Background: an optimization exercise with open tools, aiming at small area. Do not read the settings as production practice.
In this exercise RTL edits were held to simulation tests only and were not proved equivalent to the original.
Power and IR drop assume default switching activity.

===== design/flow/run.sh =====
#!/bin/bash
# synth_recipe.tcl (not shown) runs the flow's synth.tcl, then flattens the netlist and writes it again
# the make line also repeats each setting of config.mk as NAME=value (left out here)
make -C /OpenROAD-flow-scripts/flow DESIGN_CONFIG=/design/flow/config.mk WORK_HOME=/design/flow/orfs CLKGATE_MAP_FILE= SYNTH_SCRIPT=/design/flow/synth_recipe.tcl finish

===== design/flow/config.mk =====
export PLATFORM = sky130hd
export DESIGN_NAME = vam_engine
export DESIGN_NICKNAME = vam_engine
export VERILOG_FILES = /design/flow/design.v
export SDC_FILE = /design/flow/constraint.sdc
export NUM_CORES = 4
export LEC_CHECK = 0
export CAP_MARGIN = 35
export CORE_MARGIN = 2
export CORE_UTILIZATION = 30
export SLEW_MARGIN = 35

===== design/flow/constraint.sdc =====
create_clock -name core_clock -period 15.0 [get_ports {clk}]
set_input_delay 3.0000 -clock core_clock [delete_from_list [all_inputs] [get_ports {clk}]]
set_output_delay 3.0000 -clock core_clock [all_outputs]
set_load 0.01 [all_outputs]

===== design/flow/design.v =====
module vam_rx_fifo (
    input  wire       clk,
    input  wire       rst_n,
    input  wire       clear,
    input  wire       push,
    input  wire [7:0] push_data,
    input  wire       pop,
    output wire       empty,
    output wire [7:0] head
);
    reg [7:0] mem [0:7];
    reg [3:0] rd_ptr;
    reg [3:0] wr_ptr;
    wire full    = (wr_ptr == {~rd_ptr[3], rd_ptr[2:0]});
    wire do_push = push && !full;
    assign empty = (wr_ptr == rd_ptr);
    assign head  = mem[rd_ptr[2:0]];
    always @(posedge clk) begin
        if (do_push && !clear)
            mem[wr_ptr[2:0]] <= push_data;
    end
    always @(posedge clk) begin
        if (!rst_n || clear) begin
            rd_ptr <= 4'd0;
            wr_ptr <= 4'd0;
        end else begin
            if (do_push)
                wr_ptr <= wr_ptr + 4'd1;
            if (pop && !empty)
                rd_ptr <= rd_ptr + 4'd1;
        end
    end
endmodule
module vam_framer (
    input  wire        clk,
    input  wire        rst_n,
    input  wire        start,
    input  wire [7:0]  len,
    input  wire [7:0]  b1,
    input  wire [7:0]  b2,
    output reg         done,
    output reg  [1:0]  err,
    input  wire        stream_open,
    input  wire        timed_out,
    output wire        tmr_clr,
    output wire        tx_valid,
    output wire [7:0]  tx_data,
    input  wire        tx_ready,
    input  wire        tx_err,
    input  wire        tx_busy,
    input  wire        fifo_empty,
    output wire        fifo_pop,
    output wire [7:0]  byte_idx
);
    localparam F_IDLE  = 3'd0;
    localparam F_TX0   = 3'd1;
    localparam F_TX1   = 3'd2;
    localparam F_TX2   = 3'd3;
    localparam F_FLUSH = 3'd4;
    localparam F_RX    = 3'd5;
    reg [2:0] state;
    reg [7:0] rx_cnt;
    wire in_rx  = (state == F_RX);
    wire in_fl  = (state == F_FLUSH);
    assign tx_valid = !state[2] && (state[1:0] != 2'd0);
    assign tx_data  = state[1] ? (state[0] ? 8'h0D : b2) : b1;
    assign fifo_pop = in_rx && !fifo_empty;
    assign byte_idx = rx_cnt;
    assign tmr_clr  = fifo_pop || (in_fl && !tx_busy);
    always @(posedge clk) begin
        if (!rst_n) begin
            state <= F_IDLE;
            done  <= 1'b0;
        end else begin
            done <= 1'b0;
            case (state)
                F_IDLE: begin
                    if (start) begin
                        rx_cnt <= 8'd0;
                        if (!stream_open) begin
                            done <= 1'b1;
                            err  <= 2'd3;
                        end else
                            state <= F_TX0;
                    end
                end
                F_FLUSH: begin
                    if (!tx_busy) begin
                        if (len == 8'd0) begin
                            done  <= 1'b1;
                            err   <= 2'd0;
                            state <= F_IDLE;
                        end else
                            state <= F_RX;
                    end
                end
                F_RX: begin
                    if (!fifo_empty) begin
                        rx_cnt <= rx_cnt + 8'd1;
                        if (rx_cnt == len - 8'd1) begin
                            done  <= 1'b1;
                            err   <= 2'd0;
                            state <= F_IDLE;
                        end
                    end else if (timed_out) begin
                        done  <= 1'b1;
                        err   <= 2'd1;
                        state <= F_IDLE;
                    end
                end
                default: begin    
                    if (tx_ready) begin
                        if (tx_err) begin
                            done  <= 1'b1;
                            err   <= 2'd2;
                            state <= F_IDLE;
                        end else if (state == F_TX2)
                            state <= F_FLUSH;
                        else
                            state <= state + 3'd1;
                    end
                end
            endcase
        end
    end
endmodule
module vam_text_decode (
    input  wire [7:0] b,
    input  wire       empty,    
    output wire       keep,
    output wire       mark
);
    wire ws   = (b == 8'h20) || (b >= 8'h09 && b <= 8'h0D);
    wire nz   = (b != 8'h00);
    assign mark = nz && !ws;
    assign keep = nz && !(empty && ws);
endmodule
module vam_engine (
    input  wire        clk,
    input  wire        rst_n,         
    input  wire        host_wr,
    input  wire [11:0] host_addr,
    input  wire [31:0] host_wdata,
    output reg  [31:0] host_rdata,
    input  wire        tick_ms,
    output wire        tx_valid,
    output wire [7:0]  tx_data,
    input  wire        tx_ready,
    input  wire        tx_err,
    input  wire        tx_busy,
    input  wire        rx_valid,
    input  wire [7:0]  rx_data,
    output wire        open_req,
    input  wire        open_ack,
    input  wire [1:0]  open_status
);
    localparam ERR_NONE       = 4'd0;
    localparam ERR_ALREADY    = 4'd8;
    localparam ERR_ILLEGAL    = 4'd9;
    localparam RSN_OK         = 4'd0;
    localparam RSN_TRANSPORT  = 4'd1;
    localparam RSN_EXPIRED    = 4'd2;
    localparam RSN_VERIFY     = 4'd3;
    localparam RSN_NOTCONF    = 4'd4;
    localparam RSN_REFUSED    = 4'd5;
    localparam OP_OPEN        = 4'h1;
    localparam OP_CLOSE       = 4'h2;
    localparam OP_SEND_CMD    = 4'h3;
    localparam OP_SEND_CMDS   = 4'h4;
    localparam OP_READ_WORD   = 4'h6;
    localparam OP_DETECT_ID   = 4'h7;
    localparam S_IDLE       = 4'd0;
    localparam S_DISPATCH   = 4'd1;
    localparam S_OPEN_WAIT  = 4'd2;
    localparam S_SC_ISSUE   = 4'd3;
    localparam S_SC_WAIT    = 4'd4;
    localparam S_EXEC       = 4'd5;
    localparam S_SEND_WAIT  = 4'd6;
    localparam S_RDSEL_WAIT = 4'd7;
    localparam S_RDDAT_WAIT = 4'd8;
    localparam S_SLEEP      = 4'd9;
    localparam S_POLL_CHK   = 4'd10;
    localparam S_POLL_SLP   = 4'd11;
    localparam S_FIN        = 4'd12;
    localparam K_SEND   = 4'd0;   
    localparam K_READ   = 4'd1;   
    localparam K_READQ  = 4'd2;   
    localparam K_READU  = 4'd3;   
    localparam K_READID = 4'd4;   
    localparam K_POLL   = 4'd5;   
    localparam K_SLEEP  = 4'd6;   
    localparam K_TESTZ  = 4'd7;   
    localparam K_TESTNZ = 4'd8;   
    localparam K_SKIPNP = 4'd9;   
    localparam K_GOTO   = 4'd10;  
    localparam K_PASS   = 4'd11;  
    localparam A_FAIL = 2'd0;     
    localparam A_CONT = 2'd1;     
    localparam A_FTW  = 2'd2;     
    reg [31:0]  opreq;                 
    reg         st_done, st_reject;
    reg         stream_open;
    reg         rd_v;                  
    reg [15:0]  rdata;
    reg         fail_valid;
    reg [7:0]   fail_addr;
    reg [31:0]  cfg_baud, cfg_timeout, cfg_port;
    reg         baud_w, timeout_w, port_w;
    reg         resp_v;                
    reg [10:0]  resp_len;
    reg [255:0] resp;                  
    reg [31:0]  cmd_reg [0:7];
    reg [7:0]   cmd_w;
    reg         id_v;                  
    reg [63:0]  id_raw, id_ser;        
    reg [3:0]   id_raw_len, id_ser_len;
    reg [3:0]   state;
    reg [6:0]   pc;
    reg         ftw;
    reg [31:0]  stream_timeout;
    reg [31:0]  t_poll;                
    reg [31:0]  t_wait;                
    reg         rd_poll;
    reg [7:0]   rd_msb, rd_lsb;
    reg [255:0] resp_stage;
    reg [10:0]  resp_cnt;
    reg [2:0]   sc_idx;
    reg [63:0]  txt_raw, txt_ser;      
    reg [3:0]   txt_k;                 
    reg [3:0]   txt_raw_len, txt_ser_len;
    reg         fin_pass;
    reg [3:0]   fin_err, fin_reason;
    wire [3:0]  op      = opreq[3:0];
    wire        st_busy = (state != S_IDLE);
    reg [3:0] u_kind;
    reg [7:0] u_a, u_b;
    reg [1:0] u_act;
    reg [6:0] u_tgt;
    localparam P_FB = 8'b10_1_0_1;    
    localparam P_FT = 8'b10_1_1_1;    
    localparam P_RF = 8'b01_0_1_1;    
    localparam P_RS = 8'b11_0_1_1;    
    localparam P_RT = 8'b00_0_1_1;    
    always @(*) begin
        u_kind = K_PASS; u_a = 8'h00; u_b = 8'h00; u_act = A_FAIL; u_tgt = 7'd0;
        case (pc)
            7'd0:  begin u_kind = K_SEND;   u_a = 8'hFF; u_b = 8'hFF; end
            7'd1:  begin u_kind = K_SEND;   u_a = 8'hFF; u_b = 8'hFF; end
            7'd2:  begin u_kind = K_SEND;   u_a = 8'hFF; u_b = 8'hFF; end
            7'd3:  begin u_kind = K_PASS; end
            7'd4:  begin u_kind = K_READQ; end
            7'd5:  begin u_kind = K_PASS; end
            7'd6:  begin u_kind = K_READID; u_a = 8'h6A; u_b = 8'd0; end
            7'd7:  begin u_kind = K_READID; u_a = 8'h6C; u_b = 8'd1; end
            7'd8:  begin u_kind = K_READID; u_a = 8'h6E; u_b = 8'd2; end
            7'd9:  begin u_kind = K_READID; u_a = 8'h70; u_b = 8'd3; end
            7'd10: begin u_kind = K_READID; u_a = 8'h74; u_b = 8'd4; end
            7'd11: begin u_kind = K_READID; u_a = 8'h76; u_b = 8'd5; end
            7'd12: begin u_kind = K_READID; u_a = 8'h78; u_b = 8'd6; end
            7'd13: begin u_kind = K_READID; u_a = 8'h7A; u_b = 8'd7; end
            7'd14: begin u_kind = K_SEND;   u_a = 8'hFE; u_b = 8'h00; u_act = A_CONT; end
            7'd15: begin u_kind = K_PASS; end
            7'd16: begin u_kind = K_SEND;   u_a = 8'hFF; u_b = 8'hFF; end
            7'd17: begin u_kind = K_SEND;   u_a = 8'hFF; u_b = 8'hFF; end
            7'd18: begin u_kind = K_SEND;   u_a = 8'hFF; u_b = 8'hFF; end
            7'd19: begin u_kind = K_SLEEP;  u_b = 8'd1; end
            7'd20: begin u_kind = K_SEND;   u_a = 8'hFE; u_b = 8'h01; end
            7'd21: begin u_kind = K_SEND;   u_a = 8'h88; u_b = 8'h03; end
            7'd22: begin u_kind = K_PASS; end
            7'd23: begin u_kind = K_SEND;   u_a = 8'hFE; u_b = 8'h01; end
            7'd24: begin u_kind = K_SEND;   u_a = 8'h8A; u_b = 8'h08; end
            7'd25: begin u_kind = K_POLL;   u_a = 8'h0A; u_b = P_FB; end
            7'd26: begin u_kind = K_READ;   u_a = 8'h04; u_b = 8'h00; end
            7'd27: begin u_kind = K_TESTZ;  u_a = 8'h01; u_b = 8'h00; end
            7'd28: begin u_kind = K_PASS; end
            7'd29: begin u_kind = K_SEND;   u_a = 8'hFE; u_b = 8'h01; end
            7'd30: begin u_kind = K_SEND;   u_a = 8'h83; u_b = 8'h08; end
            7'd31: begin u_kind = K_POLL;   u_a = 8'h02; u_b = P_FT; end
            7'd32: begin u_kind = K_READ;   u_a = 8'h04; u_b = 8'h00; end
            7'd33: begin u_kind = K_TESTZ;  u_a = 8'h04; u_b = 8'h00; end
            7'd34: begin u_kind = K_POLL;   u_a = 8'h0A; u_b = P_RF; u_act = A_CONT; end
            7'd35: begin u_kind = K_PASS; end
            7'd36: begin u_kind = K_POLL;   u_a = 8'h0A; u_b = P_RT; end
            7'd37: begin u_kind = K_PASS; end
            7'd38: begin u_kind = K_SEND;   u_a = 8'hFE; u_b = 8'h01; end
            7'd39: begin u_kind = K_SEND;   u_a = 8'h8A; u_b = 8'h80; end
            7'd40: begin u_kind = K_POLL;   u_a = 8'h0A; u_b = P_RS; end
            7'd41: begin u_kind = K_PASS; end
            7'd42: begin u_kind = K_SEND;   u_a = 8'hFE; u_b = 8'h00; end
            7'd43: begin u_kind = K_SEND;   u_a = 8'h83; u_b = 8'h02; end
            7'd44: begin u_kind = K_SLEEP;  u_b = 8'd0; end
            7'd45: begin u_kind = K_READU;  u_a = 8'h02; end
            7'd46: begin u_kind = K_TESTNZ; u_a = 8'h00; u_b = 8'h04; end
            7'd47: begin u_kind = K_SEND;   u_a = 8'hFE; u_b = 8'h01; end
            7'd48: begin u_kind = K_SEND;   u_a = 8'h88; u_b = 8'h00; end
            7'd49: begin u_kind = K_SKIPNP; u_tgt = 7'd55; end
            7'd50: begin u_kind = K_SEND;   u_a = 8'hFE; u_b = 8'h01; end
            7'd51: begin u_kind = K_SEND;   u_a = 8'h8A; u_b = 8'h08; end
            7'd52: begin u_kind = K_POLL;   u_a = 8'h0A; u_b = P_FB; end
            7'd53: begin u_kind = K_READ;   u_a = 8'h04; u_b = 8'h00; end
            7'd54: begin u_kind = K_TESTZ;  u_a = 8'h01; u_b = 8'h00; end
            7'd55: begin u_kind = K_SEND;   u_a = 8'hFE; u_b = 8'h00; u_act = A_CONT; end
            7'd56: begin u_kind = K_PASS; end
            7'd57: begin u_kind = K_SKIPNP; u_tgt = 7'd72; end
            7'd58: begin u_kind = K_SEND;   u_a = 8'hFE; u_b = 8'h00; end
            7'd59: begin u_kind = K_SEND;   u_a = 8'h83; u_b = 8'h02; end
            7'd60: begin u_kind = K_SLEEP;  u_b = 8'd0; end
            7'd61: begin u_kind = K_READU;  u_a = 8'h02; end
            7'd62: begin u_kind = K_TESTNZ; u_a = 8'h00; u_b = 8'h04; end
            7'd63: begin u_kind = K_SEND;   u_a = 8'hFE; u_b = 8'h01; end
            7'd64: begin u_kind = K_SEND;   u_a = 8'h88; u_b = 8'h00; end
            7'd65: begin u_kind = K_SEND;   u_a = 8'hFE; u_b = 8'h01; end
            7'd66: begin u_kind = K_SEND;   u_a = 8'h8A; u_b = 8'h08; end
            7'd67: begin u_kind = K_POLL;   u_a = 8'h0A; u_b = P_FB; end
            7'd68: begin u_kind = K_READ;   u_a = 8'h04; u_b = 8'h00; end
            7'd69: begin u_kind = K_TESTZ;  u_a = 8'h01; u_b = 8'h00; end
            7'd70: begin u_kind = K_SEND;   u_a = 8'hFE; u_b = 8'h00; u_act = A_CONT; end
            7'd71: begin u_kind = K_GOTO;   u_tgt = 7'd73; end
            7'd72: begin u_kind = K_SEND;   u_a = 8'hFE; u_b = 8'h00; end
            7'd73: begin u_kind = K_SEND;   u_a = 8'hFF; u_b = 8'hFF; end
            7'd74: begin u_kind = K_SEND;   u_a = 8'hFF; u_b = 8'hFF; end
            7'd75: begin u_kind = K_SEND;   u_a = 8'hFF; u_b = 8'hFF; end
            7'd76: begin u_kind = K_SLEEP;  u_b = 8'd1; end
            7'd77: begin u_kind = K_SEND;   u_a = 8'hFE; u_b = 8'h01; u_act = A_FTW; u_tgt = 7'd83; end
            7'd78: begin u_kind = K_SEND;   u_a = 8'h83; u_b = 8'h08; u_act = A_FTW; u_tgt = 7'd83; end
            7'd79: begin u_kind = K_POLL;   u_a = 8'h02; u_b = P_FT;  u_act = A_FTW; u_tgt = 7'd83; end
            7'd80: begin u_kind = K_READ;   u_a = 8'h04; u_b = 8'h00; u_act = A_FTW; u_tgt = 7'd83; end
            7'd81: begin u_kind = K_TESTZ;  u_a = 8'h04; u_b = 8'h00; u_act = A_FTW; u_tgt = 7'd83; end
            7'd82: begin u_kind = K_POLL;   u_a = 8'h0A; u_b = P_RF;  u_act = A_CONT; end
            7'd83: begin u_kind = K_SEND;   u_a = 8'hFE; u_b = 8'h01; end
            7'd84: begin u_kind = K_SEND;   u_a = 8'h8A; u_b = 8'h80; end
            7'd85: begin u_kind = K_POLL;   u_a = 8'h0A; u_b = P_RS; end
            7'd86: begin u_kind = K_SLEEP;  u_b = 8'd2; end
            7'd87: begin u_kind = K_PASS; end
            7'd88: begin u_kind = K_SEND;   u_a = 8'hFF; u_b = 8'hFF; end
            7'd89: begin u_kind = K_SEND;   u_a = 8'hFF; u_b = 8'hFF; end
            7'd90: begin u_kind = K_SEND;   u_a = 8'hFF; u_b = 8'hFF; end
            7'd91: begin u_kind = K_SLEEP;  u_b = 8'd1; end
            7'd92: begin u_kind = K_SEND;   u_a = 8'hFE; u_b = 8'h01; end
            7'd93: begin u_kind = K_SEND;   u_a = 8'h88; u_b = 8'h03; end
            7'd94: begin u_kind = K_SEND;   u_a = 8'hFE; u_b = 8'h01; end
            7'd95: begin u_kind = K_SEND;   u_a = 8'h8A; u_b = 8'h08; end
            7'd96: begin u_kind = K_POLL;   u_a = 8'h0A; u_b = P_FB; end
            7'd97: begin u_kind = K_READ;   u_a = 8'h04; u_b = 8'h00; end
            7'd98: begin u_kind = K_TESTZ;  u_a = 8'h01; u_b = 8'h00; end
            7'd99: begin u_kind = K_PASS; end
            default: begin u_kind = K_PASS; end
        endcase
    end
    reg [6:0] entry_pc;
    always @(*) begin
        case (op)
            4'h5:    entry_pc = 7'd0;
            4'h6:    entry_pc = 7'd4;
            4'h7:    entry_pc = 7'd6;
            4'h8:    entry_pc = 7'd16;
            4'h9:    entry_pc = 7'd23;
            4'hA:    entry_pc = 7'd29;
            4'hB:    entry_pc = 7'd36;
            4'hC:    entry_pc = 7'd38;
            4'hD:    entry_pc = 7'd42;
            4'hE:    entry_pc = 7'd57;
            4'hF:    entry_pc = 7'd88;
            default: entry_pc = 7'd0;
        endcase
    end
    wire [7:0] r_addr = (u_kind == K_READQ) ? opreq[15:8] : u_a;
    wire       r_win  = (u_kind == K_READQ)  ? opreq[4] :
                        (u_kind == K_READID) ? 1'b1 : u_b[0];
    wire       is_read = (u_kind == K_READ) || (u_kind == K_READQ) ||
                         (u_kind == K_READID);
    wire [15:0] p_mask     = u_b[1] ? 16'h0400 : 16'h0008;
    wire [31:0] p_interval = u_b[2] ? 32'd100 : 32'd50;
    reg  [31:0] p_bound;
    always @(*) begin
        case (u_b[4:3])
            2'd0:    p_bound = {16'd0, opreq[31:16]};
            2'd1:    p_bound = 32'd2000;
            2'd2:    p_bound = 32'd5000;
            default: p_bound = 32'd7000;
        endcase
    end
    reg [31:0] s_dur;
    always @(*) begin
        case (u_b[1:0])
            2'd0:    s_dur = 32'd50;
            2'd1:    s_dur = 32'd100;
            default: s_dur = 32'd800;
        endcase
    end
    wire        poll_expired = (t_poll >= p_bound);
    wire [31:0] sleep_elapsed = t_wait;
    wire [31:0] rd_timeout   = timeout_w ? cfg_timeout : 32'd3000;
    reg        fr_start;
    reg [7:0]  fr_len, fr_b1, fr_b2;
    wire       fr_done;
    wire [1:0] fr_e;
    wire [3:0] fr_err = {1'b0, fr_e != 2'd0, fr_e[1], fr_e == 2'd3};
    wire       fr_tmr_clr;
    wire [7:0] fr_byte_idx;
    wire       fifo_empty, fifo_pop;
    wire [7:0] fifo_head;
    wire       fr_byte_valid = fifo_pop;
    wire [7:0] fr_byte_data  = fifo_head;
    wire open_ok = (state == S_OPEN_WAIT) && open_ack && (open_status == 2'd0);
    assign open_req = (state == S_OPEN_WAIT);
    vam_rx_fifo u_fifo (
        .clk       (clk),
        .rst_n     (rst_n),
        .clear     (open_ok),
        .push      (rx_valid && stream_open),
        .push_data (rx_data),
        .pop       (fifo_pop),
        .empty     (fifo_empty),
        .head      (fifo_head)
    );
    wire timed_out = (t_wait >= stream_timeout);
    vam_framer u_framer (
        .clk         (clk),
        .rst_n       (rst_n),
        .start       (fr_start),
        .len         (fr_len),
        .b1          (fr_b1),
        .b2          (fr_b2),
        .done        (fr_done),
        .err         (fr_e),
        .stream_open (stream_open),
        .timed_out   (timed_out),
        .tmr_clr     (fr_tmr_clr),
        .tx_valid    (tx_valid),
        .tx_data     (tx_data),
        .tx_ready    (tx_ready),
        .tx_err      (tx_err),
        .tx_busy     (tx_busy),
        .fifo_empty  (fifo_empty),
        .fifo_pop    (fifo_pop),
        .byte_idx    (fr_byte_idx)
    );
    wire [31:0] sc_cmd  = cmd_w[sc_idx] ? cmd_reg[sc_idx] : 32'd0;
    wire        is_sc1  = (op == OP_SEND_CMD);
    wire [7:0]  sc_len  = is_sc1 ? opreq[31:24] : sc_cmd[23:16];
    wire [7:0]  sc_b1   = is_sc1 ? opreq[15:8]  : sc_cmd[15:8];
    wire [7:0]  sc_b2   = is_sc1 ? opreq[23:16] : sc_cmd[7:0];
    wire [2:0]  sc_last = is_sc1 ? 3'd0 : opreq[10:8] - 3'd1;
    always @(*) begin
        case (state)
            S_SC_WAIT: begin
                fr_len = sc_len; fr_b1 = sc_b1; fr_b2 = sc_b2;
            end
            S_RDSEL_WAIT: begin
                fr_len = 8'd0; fr_b1 = 8'hFE; fr_b2 = {7'd0, r_win};
            end
            S_RDDAT_WAIT: begin
                fr_len = 8'd4; fr_b1 = r_addr; fr_b2 = 8'h00;
            end
            default: begin
                fr_len = 8'd0; fr_b1 = u_a; fr_b2 = u_b;
            end
        endcase
    end
    always @(*) begin
        case (state)
            S_SC_ISSUE:   fr_start = 1'b1;
            S_EXEC:       fr_start = (u_kind == K_SEND) || is_read || (u_kind == K_READU);
            S_POLL_CHK:   fr_start = !poll_expired;
            S_RDSEL_WAIT: fr_start = fr_done && (fr_e == 2'd0);
            default:      fr_start = 1'b0;
        endcase
    end
    wire [15:0] rd_word  = {rd_msb, rd_lsb};
    wire [15:0] t_mask   = {u_b, u_a};
    reg        ev_next;       
    reg        ev_fail;       
    reg [3:0]  ev_reason, ev_err;
    always @(*) begin
        ev_next   = 1'b0;
        ev_fail   = 1'b0;
        ev_reason = RSN_OK;
        ev_err    = ERR_NONE;
        case (state)
            S_EXEC: begin
                if (u_kind == K_TESTZ) begin
                    if ((rd_word & t_mask) != 16'd0) begin
                        ev_fail = 1'b1; ev_reason = RSN_VERIFY;
                    end else
                        ev_next = 1'b1;
                end else if (u_kind == K_TESTNZ) begin
                    if ((rd_word & t_mask) == 16'd0) begin
                        ev_fail = 1'b1; ev_reason = RSN_NOTCONF;
                    end else
                        ev_next = 1'b1;
                end
            end
            S_SEND_WAIT: begin
                if (fr_done) begin
                    if (fr_e != 2'd0) begin
                        ev_fail = 1'b1; ev_reason = RSN_TRANSPORT; ev_err = fr_err;
                    end else
                        ev_next = 1'b1;
                end
            end
            S_RDSEL_WAIT: begin
                if (fr_done && fr_e != 2'd0 && !rd_poll) begin
                    ev_fail = 1'b1; ev_reason = RSN_TRANSPORT; ev_err = fr_err;
                end
            end
            S_RDDAT_WAIT: begin
                if (fr_done) begin
                    if (rd_poll) begin
                        if (fr_e == 2'd0 && (rd_word & p_mask) == 16'd0)
                            ev_next = 1'b1;
                    end else if (fr_e != 2'd0) begin
                        ev_fail = 1'b1; ev_reason = RSN_TRANSPORT; ev_err = fr_err;
                    end else
                        ev_next = 1'b1;
                end
            end
            S_SLEEP: begin
                if (sleep_elapsed >= s_dur)
                    ev_next = 1'b1;
            end
            S_POLL_CHK: begin
                if (poll_expired) begin
                    ev_fail = 1'b1; ev_reason = RSN_EXPIRED;
                end
            end
            default: ;
        endcase
    end
    wire       txt_in   = fr_byte_valid && (state == S_RDDAT_WAIT) && (u_kind == K_READID) &&
                          (fr_byte_idx == 8'd2 || fr_byte_idx == 8'd3);
    wire [7:0] txt_byte = fr_byte_idx[0] ? rd_msb : fr_byte_data;
    wire       txt_keep, txt_mark;
    vam_text_decode u_dec (
        .b     (txt_byte),
        .empty (txt_k == 4'd0),
        .keep  (txt_keep),
        .mark  (txt_mark)
    );
    wire        alias_hit    = (id_raw_len == 4'd8) && (id_raw == 64'h3031_4456_3234_3341);
    wire host_is_opreq = (host_addr[11:2] == 10'h000);
    wire op_illegal    = (op == 4'h0) || (opreq[7:5] != 3'd0) ||
                         ((op == OP_SEND_CMDS) && (opreq[15:8] > 8'd8));
    wire poll_clr = (state == S_EXEC) && (u_kind == K_POLL);
    wire wait_clr = fr_tmr_clr ||
                    ((state == S_EXEC) && (u_kind == K_SLEEP)) ||
                    ((state == S_RDSEL_WAIT) && fr_done && fr_e != 2'd0 && rd_poll) ||
                    ((state == S_RDDAT_WAIT) && fr_done && rd_poll && !ev_next);
    always @(posedge clk) begin
        t_poll <= (poll_clr ? 32'd0 : t_poll) + {31'd0, tick_ms};
        t_wait <= (wait_clr ? 32'd0 : t_wait) + {31'd0, tick_ms};
    end
    wire fin_now = (state == S_FIN);
    wire is_sc   = (op == OP_SEND_CMD) || (op == OP_SEND_CMDS);
    integer k;
    always @(posedge clk) begin
        if (state == S_IDLE && host_wr && host_is_opreq)
            opreq <= host_wdata;
        if (host_wr && !st_busy) begin
            case (host_addr[11:2])
                10'h004: cfg_baud    <= host_wdata;
                10'h005: cfg_timeout <= host_wdata;
                10'h006: cfg_port    <= host_wdata;
                default: ;
            endcase
            for (k = 0; k < 8; k = k + 1)
                if (host_addr[11:2] == 10'h008 + k)
                    cmd_reg[k] <= host_wdata;
        end
        if (open_ok)
            stream_timeout <= rd_timeout;
        if (fr_byte_valid) begin
            if (state == S_SC_WAIT) begin
                if (resp_cnt < 11'd32)
                    resp_stage[8*resp_cnt[4:0] +: 8] <= fr_byte_data;
            end else begin
                if (fr_byte_idx == 8'd1) rd_msb <= fr_byte_data;
                if (fr_byte_idx == 8'd2) rd_lsb <= fr_byte_data;
            end
        end
        if (state == S_EXEC && u_kind == K_READID && u_b[1:0] == 2'd0) begin
            txt_k <= 4'd0;
            if (u_b[2]) txt_ser_len <= 4'd0;
            else        txt_raw_len <= 4'd0;
        end
        if (txt_in && txt_keep) begin
            txt_k <= txt_k + 4'd1;
            if (u_b[2]) begin
                txt_ser[8*txt_k[2:0] +: 8] <= txt_byte;
                if (txt_mark) txt_ser_len <= txt_k + 4'd1;
            end else begin
                txt_raw[8*txt_k[2:0] +: 8] <= txt_byte;
                if (txt_mark) txt_raw_len <= txt_k + 4'd1;
            end
        end
        if (fin_now) begin
            if (fin_err[2])
                fail_addr <= is_sc ? sc_b1 : r_addr;    
            if (fin_pass && op == OP_READ_WORD)
                rdata <= rd_word;
            if (fin_pass && is_sc) begin
                resp_len <= resp_cnt;
                resp     <= resp_stage;
            end
            if (fin_pass && op == OP_DETECT_ID) begin
                id_raw     <= txt_raw;
                id_ser     <= txt_ser;
                id_raw_len <= txt_raw_len;
                id_ser_len <= txt_ser_len;
            end
        end
    end
    always @(posedge clk) begin
        if (!rst_n) begin
            st_done     <= 1'b0;
            st_reject   <= 1'b0;
            stream_open <= 1'b0;
            rd_v        <= 1'b0;
            fail_valid  <= 1'b0;
            baud_w      <= 1'b0;
            timeout_w   <= 1'b0;
            port_w      <= 1'b0;
            resp_v      <= 1'b0;
            cmd_w       <= 8'd0;
            id_v        <= 1'b0;
            state       <= S_IDLE;
        end else begin
            if (host_wr && !st_busy) begin
                case (host_addr[11:2])
                    10'h004: baud_w    <= 1'b1;
                    10'h005: timeout_w <= 1'b1;
                    10'h006: port_w    <= 1'b1;
                    10'h008: cmd_w[0]  <= 1'b1;
                    10'h009: cmd_w[1]  <= 1'b1;
                    10'h00A: cmd_w[2]  <= 1'b1;
                    10'h00B: cmd_w[3]  <= 1'b1;
                    10'h00C: cmd_w[4]  <= 1'b1;
                    10'h00D: cmd_w[5]  <= 1'b1;
                    10'h00E: cmd_w[6]  <= 1'b1;
                    10'h00F: cmd_w[7]  <= 1'b1;
                    default: ;
                endcase
            end
            if (host_wr && host_is_opreq && st_busy)
                st_reject <= 1'b1;
            if (ev_fail) begin
                if (u_act == A_FAIL)
                    state <= S_FIN;
                else
                    state <= S_EXEC;
            end else if (ev_next)
                state <= S_EXEC;
            case (state)
                S_IDLE: begin
                    if (host_wr && host_is_opreq) begin
                        st_done   <= 1'b0;
                        st_reject <= 1'b0;
                        state     <= S_DISPATCH;
                    end
                end
                S_OPEN_WAIT: begin
                    if (open_ack) begin
                        if (open_status == 2'd0)
                            stream_open <= 1'b1;
                        state <= S_FIN;
                    end
                end
                S_DISPATCH: begin
                    if (op_illegal)
                        state <= S_FIN;
                    else begin
                        case (op)
                            OP_OPEN:      state <= stream_open ? S_FIN : S_OPEN_WAIT;
                            OP_CLOSE: begin
                                stream_open <= 1'b0;
                                state       <= S_FIN;
                            end
                            OP_SEND_CMD:  state <= S_SC_ISSUE;
                            OP_SEND_CMDS: state <= (opreq[15:8] == 8'd0) ? S_FIN : S_SC_ISSUE;
                            default:      state <= S_EXEC;
                        endcase
                    end
                end
                S_SC_ISSUE: state <= S_SC_WAIT;
                S_SC_WAIT: begin
                    if (fr_done && (fr_e != 2'd0 || sc_idx == sc_last))
                        state <= S_FIN;
                    else if (fr_done)
                        state <= S_SC_ISSUE;
                end
                S_EXEC: begin
                    case (u_kind)
                        K_SEND:   state <= S_SEND_WAIT;
                        K_READ, K_READQ, K_READID:
                                  state <= S_RDSEL_WAIT;
                        K_READU:  state <= S_RDDAT_WAIT;
                        K_POLL:   state <= S_POLL_CHK;
                        K_SLEEP:  state <= S_SLEEP;
                        K_PASS:   state <= S_FIN;
                        default: ;
                    endcase
                end
                S_RDSEL_WAIT: begin
                    if (fr_done) begin
                        if (fr_e == 2'd0)
                            state <= S_RDDAT_WAIT;
                        else if (rd_poll)
                            state <= S_POLL_SLP;
                    end
                end
                S_RDDAT_WAIT: begin
                    if (fr_done && rd_poll && !ev_next)
                        state <= S_POLL_SLP;
                end
                S_POLL_CHK: begin
                    if (!poll_expired)
                        state <= S_RDSEL_WAIT;
                end
                S_POLL_SLP: begin
                    if (sleep_elapsed >= p_interval)
                        state <= S_POLL_CHK;
                end
                S_FIN: begin
                    st_done    <= 1'b1;
                    fail_valid <= fin_err[2];
                    rd_v       <= fin_pass && (op == OP_READ_WORD);
                    resp_v     <= fin_pass && is_sc;
                    id_v       <= fin_pass && (op == OP_DETECT_ID);
                    state      <= S_IDLE;
                end
                default: ;
            endcase
        end
    end
    always @(posedge clk) begin
        case (state)
            S_DISPATCH: begin
                ftw        <= 1'b0;
                resp_cnt   <= 11'd0;
                sc_idx     <= 3'd0;
                fin_pass   <= 1'b1;
                fin_reason <= RSN_OK;
                fin_err    <= ERR_NONE;
                if (op_illegal) begin
                    fin_pass   <= 1'b0;
                    fin_reason <= RSN_REFUSED;
                    fin_err    <= ERR_ILLEGAL;
                end else if (op == OP_OPEN && stream_open) begin
                    fin_pass   <= 1'b0;
                    fin_reason <= RSN_TRANSPORT;
                    fin_err    <= ERR_ALREADY;
                end
                pc <= entry_pc;
            end
            S_OPEN_WAIT: begin
                if (open_ack && open_status != 2'd0) begin
                    fin_pass   <= 1'b0;
                    fin_reason <= RSN_TRANSPORT;
                    fin_err    <= {2'b00, open_status};
                end
            end
            S_SC_WAIT: begin
                if (fr_done) begin
                    if (fr_e != 2'd0) begin
                        fin_pass   <= 1'b0;
                        fin_reason <= RSN_TRANSPORT;
                        fin_err    <= fr_err;
                    end else
                        sc_idx <= sc_idx + 3'd1;
                end
            end
            S_EXEC: begin
                case (u_kind)
                    K_READ, K_READQ, K_READID, K_READU: rd_poll <= 1'b0;
                    K_SKIPNP: pc <= opreq[4] ? pc + 7'd1 : u_tgt;
                    K_GOTO:   pc <= u_tgt;
                    default: ;
                endcase
            end
            S_POLL_CHK: begin
                if (!poll_expired)
                    rd_poll <= 1'b1;
            end
            default: ;
        endcase
        if (fr_byte_valid && state == S_SC_WAIT)
            resp_cnt <= resp_cnt + 11'd1;
        if (ev_fail) begin
            if (u_act == A_CONT)
                pc <= pc + 7'd1;
            else if (u_act == A_FTW) begin
                ftw <= 1'b1;
                pc  <= u_tgt;
            end else begin
                fin_pass   <= 1'b0;
                fin_reason <= ev_reason;
                fin_err    <= ev_err;
            end
        end else if (ev_next)
            pc <= pc + 7'd1;
    end
    wire        started  = st_done || st_busy;
    wire [3:0]  st_lastop = started ? op : 4'd0;
    wire        st_valid  = fin_pass && (op == OP_READ_WORD || op == OP_DETECT_ID);
    wire [31:0] status_word = {12'd0, st_lastop,
                               st_done ? fin_reason : 4'd0,
                               st_done ? fin_err : 4'd0,
                               1'b0, st_reject, st_done && ftw, stream_open,
                               st_done && st_valid, st_done && fin_pass, st_done, st_busy};
    reg  [7:0]  raw_m, ser_m;
    reg  [31:0] resp_m;
    integer j;
    always @(*) begin
        for (j = 0; j < 8; j = j + 1) begin
            raw_m[j] = id_v && (id_raw_len > j);
            ser_m[j] = id_v && (id_ser_len > j);
        end
        for (j = 0; j < 32; j = j + 1)
            resp_m[j] = resp_v && (resp_len > j);
    end
    function [31:0] bmask;
        input [31:0] v;
        input [3:0]  m;
        bmask = v & {{8{m[3]}}, {8{m[2]}}, {8{m[1]}}, {8{m[0]}}};
    endfunction
    wire [63:0] raw_vis = bmask(id_raw[63:32], raw_m[7:4]) << 32 | bmask(id_raw[31:0], raw_m[3:0]);
    wire [71:0] prod_vis = alias_hit && id_v ? 72'h31_5256_3234_3541_2D4D : {8'h00, raw_vis};
    wire [3:0]  prod_len = alias_hit ? 4'd9 : id_raw_len;
    always @(*) begin
        host_rdata = 32'd0;
        if (host_addr[11]) begin
            if (host_addr[10:5] == 6'd0)
                host_rdata = bmask(resp[32*host_addr[4:2] +: 32], resp_m[4*host_addr[4:2] +: 4]);
        end else begin
            case (host_addr[10:2])
                9'h000: host_rdata = started ? opreq : 32'd0;
                9'h001: host_rdata = status_word;
                9'h002: host_rdata = rd_v ? {16'd0, rdata} : 32'd0;
                9'h003: host_rdata = fail_valid ? {23'd1, fail_addr} : 32'd0;
                9'h004: host_rdata = baud_w ? cfg_baud : 32'd460800;
                9'h005: host_rdata = rd_timeout;
                9'h006: host_rdata = port_w ? cfg_port : 32'd0;
                9'h007: host_rdata = resp_v ? {21'd0, resp_len} : 32'd0;
                9'h008: host_rdata = cmd_w[0] ? cmd_reg[0] : 32'd0;
                9'h009: host_rdata = cmd_w[1] ? cmd_reg[1] : 32'd0;
                9'h00A: host_rdata = cmd_w[2] ? cmd_reg[2] : 32'd0;
                9'h00B: host_rdata = cmd_w[3] ? cmd_reg[3] : 32'd0;
                9'h00C: host_rdata = cmd_w[4] ? cmd_reg[4] : 32'd0;
                9'h00D: host_rdata = cmd_w[5] ? cmd_reg[5] : 32'd0;
                9'h00E: host_rdata = cmd_w[6] ? cmd_reg[6] : 32'd0;
                9'h00F: host_rdata = cmd_w[7] ? cmd_reg[7] : 32'd0;
                9'h010: host_rdata = id_v ? {8'd0, 4'd0, id_ser_len, 4'd0, prod_len, 4'd0, id_raw_len} : 32'd0;
                9'h014: host_rdata = raw_vis[31:0];
                9'h015: host_rdata = raw_vis[63:32];
                9'h018: host_rdata = prod_vis[31:0];
                9'h019: host_rdata = prod_vis[63:32];
                9'h01A: host_rdata = {24'd0, prod_vis[71:64]};
                9'h01C: host_rdata = bmask(id_ser[31:0], ser_m[3:0]);
                9'h01D: host_rdata = bmask(id_ser[63:32], ser_m[7:4]);
                default: host_rdata = 32'd0;
            endcase
        end
    end
endmodule

==> results.txt <==
Routing
The met2 wirelength from detailed routing is 93500 um. Signal routing reaches up to met5. The post-detailed-routing wire length is 218000 um. Before antenna repair, the detailed router went through 9 iterations. The sum of routed wire segments on met1 is just over 90000 um. After detailed routing, the number of vias per cell comes to 5.55. Detailed routing placed a total of 23400 um of wire on met3. The number of remaining DRC errors is 0. After detailed routing, the average wire length per cell comes to 26.1 um. In this run the remaining antenna-violating nets after routing total 0. The initial detailed-routing violation count is just over 7000. The total number of vias is 46300.

Pwr
The worst-case vdd ir drop is 0.0000858 V. The power per standard cell area is 138 nW/um^2. The static leakage power is 25.3 nW.

Logic synthesis
By area, the combinational part of the netlist is dominated by compound AO/OA/AOI/OAI gates. The cell area that synthesis handed to floorplanning was 66400 um^2. The share of flip-flops with an asynchronous set or reset after synthesis is 0%. In the post-synthesis netlist, the biggest area contributors are sky130_fd_sc_hd__edfxtp_1, sky130_fd_sc_hd__dfxtp_1, sky130_fd_sc_hd__nand2_1. The area fraction of the dominant cell type after synthesis is 60.4%. The number of nets in the synthesized netlist is 5372. Sequential cells were found to cover 65.2% of the synthesized design area. The number of flops mapped to enable cells by yosys is 1336. The cell taking the most area after synthesis is sky130_fd_sc_hd__edfxtp_1. The xor/xnor cell area share of the yosys netlist is around 1.3%.

The complex-gate fraction of the synthesized area is 13.6%. During synthesis, Yosys emitted a total of 4 warnings. The register bit total from synthesis is 1494. After synthesis, the share of cell area in mux cells is under 10%. Of the total synthesized cell area, the portion taken by full adders, half adders and majority gates is 2.05%. The leading register cell type out of synthesis is sky130_fd_sc_hd__edfxtp_1. Synthesis handed over a netlist of 5201 instances. The area share of and/or/nand/nor cells after synthesis is a little over a tenth.

Dividing the synthesized area by the synthesized cell count gives 12.8 um^2. The post-synthesis cell type count is 112.

Global route
The via count of the first global-routing pass was 43800. The initial antenna violation count is 19. The overall global routing resource usage is 18.8%. Entering global routing, the biggest net connects 98 pins.

After global routing the overflow that remains totals 0. The first global-routing pass estimated a little over 300000 um of wire.

Setup path
For this design, the slowest cell found on the critical path is sky130_fd_sc_hd__buf_4. The required time reported for the critical path endpoint is 12.00 ns. The path depth of the worst reg2reg path is 21. Among cell families on the critical path, the largest total delay comes from compound AO/OA/AOI/OAI gates. The worst register-to-register path ends at t_mask[2]. The startpoint-to-endpoint class of the critical path is in2out.

In this run the worst path has a maximum fanout of 35. Counting both buffers and inverters, the worst setup path holds a total of 5. The endpoint class of the critical path is a primary output. STA classifies the critical path startpoint as an input port. The critical path goes through clkdlybuf4s50_1 -> buf_4 -> inv_2 -> buf_4 -> nor2_1 -> o211ai_1 -> nor2_1 -> o21a_1 -> a22oi_1 -> nand4_1 -> a211oi_1 -> o22ai_1 -> clkdlybuf4s50_1. In this run the register-to-register setup slack is 8.88 ns. The reg-to-reg startpoint is t_mask[12]. The biggest cell delay along the critical path is 0.63 ns.

STA puts the critical path data arrival time at a little over 8 ns.

STA
The hold violation total from the final report is 0. Setup repair after global routing left no endpoint under its margin. The minimum hold slack is about 0.42 ns. The minimum period implied by the final worst setup slack is ~11 ns.

In the finished design, the share of the clock period the worst path needs comes to 74.3%. The worst relative slew slack is 29.9%. Clock skew on the completed layout was measured at roughly 0.042 ns. Timing would allow up to 89.7 MHz.

The final number of setup-violating endpoints is 0. The max-slew violation count was 0. At the pin with the least slew margin, the transition time is 1.05 ns.

The accumulated negative setup slack is 0 ns.

Finish
Measured on the finished design, the core utilization comes to 34.6%. The final cell count without fillers is around 8300. The count of nets after finishing is between 5000 and 6000.

The number of fill cells in the layout is about 21000. The post-route netlist has about 11% of its cells at a drive strength greater than 1. The cell area after layout is 76200 um^2. From synthesis to final layout, the design area changed by 14.8%.

Place
The area after detailed placement is roughly 71000 um^2. Including well taps, the total number of placed cells is about 8000. After legalization and detailed placement, the total HPWL measured between 100000 and 150000 um. The count of input and output buffers is 102. The routability congestion estimate from global placement is 0.973.

Clocking
The post-cts repair resize count is 0. The clock latency at the later pin of the worst-skew pair is slightly above 0.8 ns. The post-CTS setup repair buffer count is 0.

In this run the deepest clock path goes through 3 buffers. The CTS tree is done. The CTS buffer count is about 150.

The root buffer cell is sky130_fd_sc_hd__clkbuf_16. Counting every sink on the clock net gives around 1500. After clock tree synthesis, the clock-pin slew on the worst setup and hold paths is 0.06 ns.

The post-cts hold buffer count is 0. The depth of the CTS H-tree is 4.

Floorplan
The core region is between 200000 and 250000 um^2. The die is ~470 um wide. 105 I/O pins were placed. For this configuration, the core starts out at a cell density of 30.2%. The die height is 474 um. The die covers 225000 um^2. The number of core rows is roughly 170.

Hold path
In this run the most critical hold path is launched from resp_stage[189]. The worst-case hold path end point is resp[189]. The tightest min-delay check is of the reg2reg type.

Counting instances, the worst hold path has a depth of 0.

Job
The total of max-cap violations is 0.

Status
The flow ran to the end and the layout has no timing, DRC or antenna violations.
==> report_power, final <==
part	leakage (nW)	internal (W)	switching, W
registers	13.3	0.00458	0.000136
logic	9.53	0.000650	0.00132
clock network	2.44	0.00217	0.00166
==> metal layers <==
metal / up-vias / track usage [%]
li1: 20200 / -
met1: 23100 / 26.5
met2: 2537 / 27.9
met3: 411 / 4.58
met4: 10 / 7.15
met5: - / 0
==> cell families after synthesis <==
group,after synthesis
and+or+nand+nor,1537
adders and majority gates,109
muxes,187
AOI/OAI and AO/OA,1342
buffers and inverters,431
xor gates and xnor gates,101
DFF,1494
==> final cells by class <==
type	count	area (um^2)	share of cell area (%)
diodes	6	15.0	0.0197
multi-input cells	3276	21800	28.6
repair buffers	219	2010	2.64
well taps	2958	3700	4.86
flip-flops and latches	1494	43300	56.8
clock inverters	84	900	1.18
clock buffers	189	4070	5.34
inverters	114	428	0.562
==> cells in the final DEF, fill, tap and decap left out, types with 34 or more instances in the layout <==
| cell type | synthesis | final |
|---|---|---|
| sky130_fd_sc_hd__a211oi_1 | 41 | 40 |
| sky130_fd_sc_hd__buf_4 | 3 | 107 |
| sky130_fd_sc_hd__o22ai_1 | 50 | 50 |
| sky130_fd_sc_hd__a222oi_1 | 61 | 61 |
| sky130_fd_sc_hd__nand2b_1 | 43 | 43 |
| sky130_fd_sc_hd__nor2_1 | 388 | 355 |
| sky130_fd_sc_hd__mux2_2 | 34 | 34 |
| sky130_fd_sc_hd__edfxtp_1 | 1336 | 1336 |
| sky130_fd_sc_hd__xor2_1 | 59 | 59 |
| sky130_fd_sc_hd__a221oi_1 | 72 | 72 |
| sky130_fd_sc_hd__a22oi_1 | 118 | 118 |
| sky130_fd_sc_hd__clkbuf_16 | 0 | 155 |
| sky130_fd_sc_hd__mux4_2 | 80 | 80 |
| sky130_fd_sc_hd__nand3_1 | 118 | 118 |
| sky130_fd_sc_hd__mux2i_1 | 70 | 62 |
| sky130_fd_sc_hd__nand4_1 | 78 | 78 |
| sky130_fd_sc_hd__dfxtp_1 | 158 | 156 |
| sky130_fd_sc_hd__a22o_1 | 65 | 65 |
| sky130_fd_sc_hd__nor3_1 | 65 | 58 |
| sky130_fd_sc_hd__a21oi_1 | 282 | 281 |
| sky130_fd_sc_hd__nand2_1 | 571 | 571 |
| sky130_fd_sc_hd__nor2b_1 | 46 | 44 |
| sky130_fd_sc_hd__clkdlybuf4s50_1 | 0 | 100 |
| sky130_fd_sc_hd__o21ai_0 | 377 | 376 |
| sky130_fd_sc_hd__and2_1 | 41 | 41 |
| sky130_fd_sc_hd__and3_1 | 52 | 51 |
| sky130_fd_sc_hd__inv_1 | 106 | 105 |
| sky130_fd_sc_hd__xnor2_1 | 41 | 41 |
| sky130_fd_sc_hd__ha_1 | 108 | 108 |
==> worst max-delay path by stage <==
stage | startpoint | end | slack (ns) | depth (start not counted)
3_3_place_gp | host_addr[4] | host_rdata[1] | 3.83 | 13
5_1_grt | host_addr[4] | host_rdata[16] | 3.57 | 13
2_1_floorplan | state[1] | id_raw[0] | 3.91 | 4
3_5_place_dp | host_addr[4] | host_rdata[30] | 3.89 | 13
4_1_cts | host_addr[4] | host_rdata[30] | 3.89 | 13
6_report | host_addr[4] | host_rdata[16] | 3.85 | 13
==> cells in the mapped netlist (10+ instances only) <==
cell type / count
sky130_fd_sc_hd__nor4_1: 37
sky130_fd_sc_hd__o21ai_1: 14
sky130_fd_sc_hd__xnor2_1: 41
sky130_fd_sc_hd__mux2i_1: 70
sky130_fd_sc_hd__a21oi_1: 282
sky130_fd_sc_hd__o21ai_0: 377
sky130_fd_sc_hd__nand2b_1: 43
sky130_fd_sc_hd__a22oi_1: 118
sky130_fd_sc_hd__xor2_1: 59
sky130_fd_sc_hd__o211ai_1: 22
sky130_fd_sc_hd__edfxtp_1: 1336
sky130_fd_sc_hd__a22o_1: 65
sky130_fd_sc_hd__mux2_2: 34
sky130_fd_sc_hd__nand4_1: 78
sky130_fd_sc_hd__a222oi_1: 61
sky130_fd_sc_hd__o21a_1: 20
sky130_fd_sc_hd__nor2_1: 388
sky130_fd_sc_hd__nor2b_1: 46
sky130_fd_sc_hd__nand2_1: 571
sky130_fd_sc_hd__buf_2: 37
sky130_fd_sc_hd__and2_1: 41
sky130_fd_sc_hd__o2111ai_1: 14
sky130_fd_sc_hd__or3_1: 18
sky130_fd_sc_hd__a221oi_1: 72
sky130_fd_sc_hd__o221ai_1: 10
sky130_fd_sc_hd__a211oi_1: 41
sky130_fd_sc_hd__clkbuf_1: 251
sky130_fd_sc_hd__ha_1: 108
sky130_fd_sc_hd__nand3_1: 118
sky130_fd_sc_hd__dfxtp_1: 158
sky130_fd_sc_hd__buf_1: 19
sky130_fd_sc_hd__nor3_1: 65
sky130_fd_sc_hd__o22ai_1: 50
sky130_fd_sc_hd__a21o_1: 29
sky130_fd_sc_hd__o31ai_1: 11
sky130_fd_sc_hd__and3_1: 52
sky130_fd_sc_hd__inv_1: 106
sky130_fd_sc_hd__a211o_1: 14
sky130_fd_sc_hd__a221o_1: 27
sky130_fd_sc_hd__mux4_2: 80
sky130_fd_sc_hd__a31oi_1: 14
==> worst reg2reg max path: stages, from the launching register on <==
cell and delay, ns:
sky130_fd_sc_hd__dfxtp_1 0.29, sky130_fd_sc_hd__buf_4 0.20, sky130_fd_sc_hd__inv_1 0.12, sky130_fd_sc_hd__ha_1 0.43
sky130_fd_sc_hd__nor2b_1 0.26, sky130_fd_sc_hd__a22oi_1 0.12, sky130_fd_sc_hd__ha_1 0.32, sky130_fd_sc_hd__nand2_1 0.06
sky130_fd_sc_hd__o21ai_0 0.14, sky130_fd_sc_hd__a2111oi_4 0.41, sky130_fd_sc_hd__o31ai_2 0.12, sky130_fd_sc_hd__buf_4 0.22
sky130_fd_sc_hd__a211o_4 0.43, sky130_fd_sc_hd__a211oi_2 0.30, sky130_fd_sc_hd__nor2_4 0.17, sky130_fd_sc_hd__inv_2 0.27
sky130_fd_sc_hd__ha_1 0.74, sky130_fd_sc_hd__inv_1 0.24, sky130_fd_sc_hd__mux2_1 0.36, sky130_fd_sc_hd__a2111o_1 0.42
sky130_fd_sc_hd__a31o_1 0.23, sky130_fd_sc_hd__o41ai_1 0.11
==> stage by stage <==
step                total power (W)  setup slack [ns]
floorplan                   0.00604              3.91
global placement            0.00671              3.83
detailed placement          0.00671              3.89
CTS                          0.0105              3.89
global route                 0.0109              3.57
finish                       0.0105              3.85

-- separate check: timing with driven ports --
Ports are ideal in the flow. The routed layout listed here was re-timed in OpenROAD.
Step 1, drivers: a clkbuf_16 drives clk and a buf_2 each remaining input, both assumed.
Step 2, shift: input delay + t, output delay - t, t = (earliest + latest rising clock arrival at the registers) / 2. This alone moves slack from input paths to output paths.
a / b / c = ideal / step 1 / step 2; a / b = the first two.
t (ns): 0.863
slack for setup (ns): 3.851 / 3.783 / 3.783
worst setup path at the end: input to output
pins driven straight from the clock port: 1
After both steps setup and hold are still met in this run. The setup slack of this run moves by -0.068 ns with the drivers and by -0.068 ns with both steps.
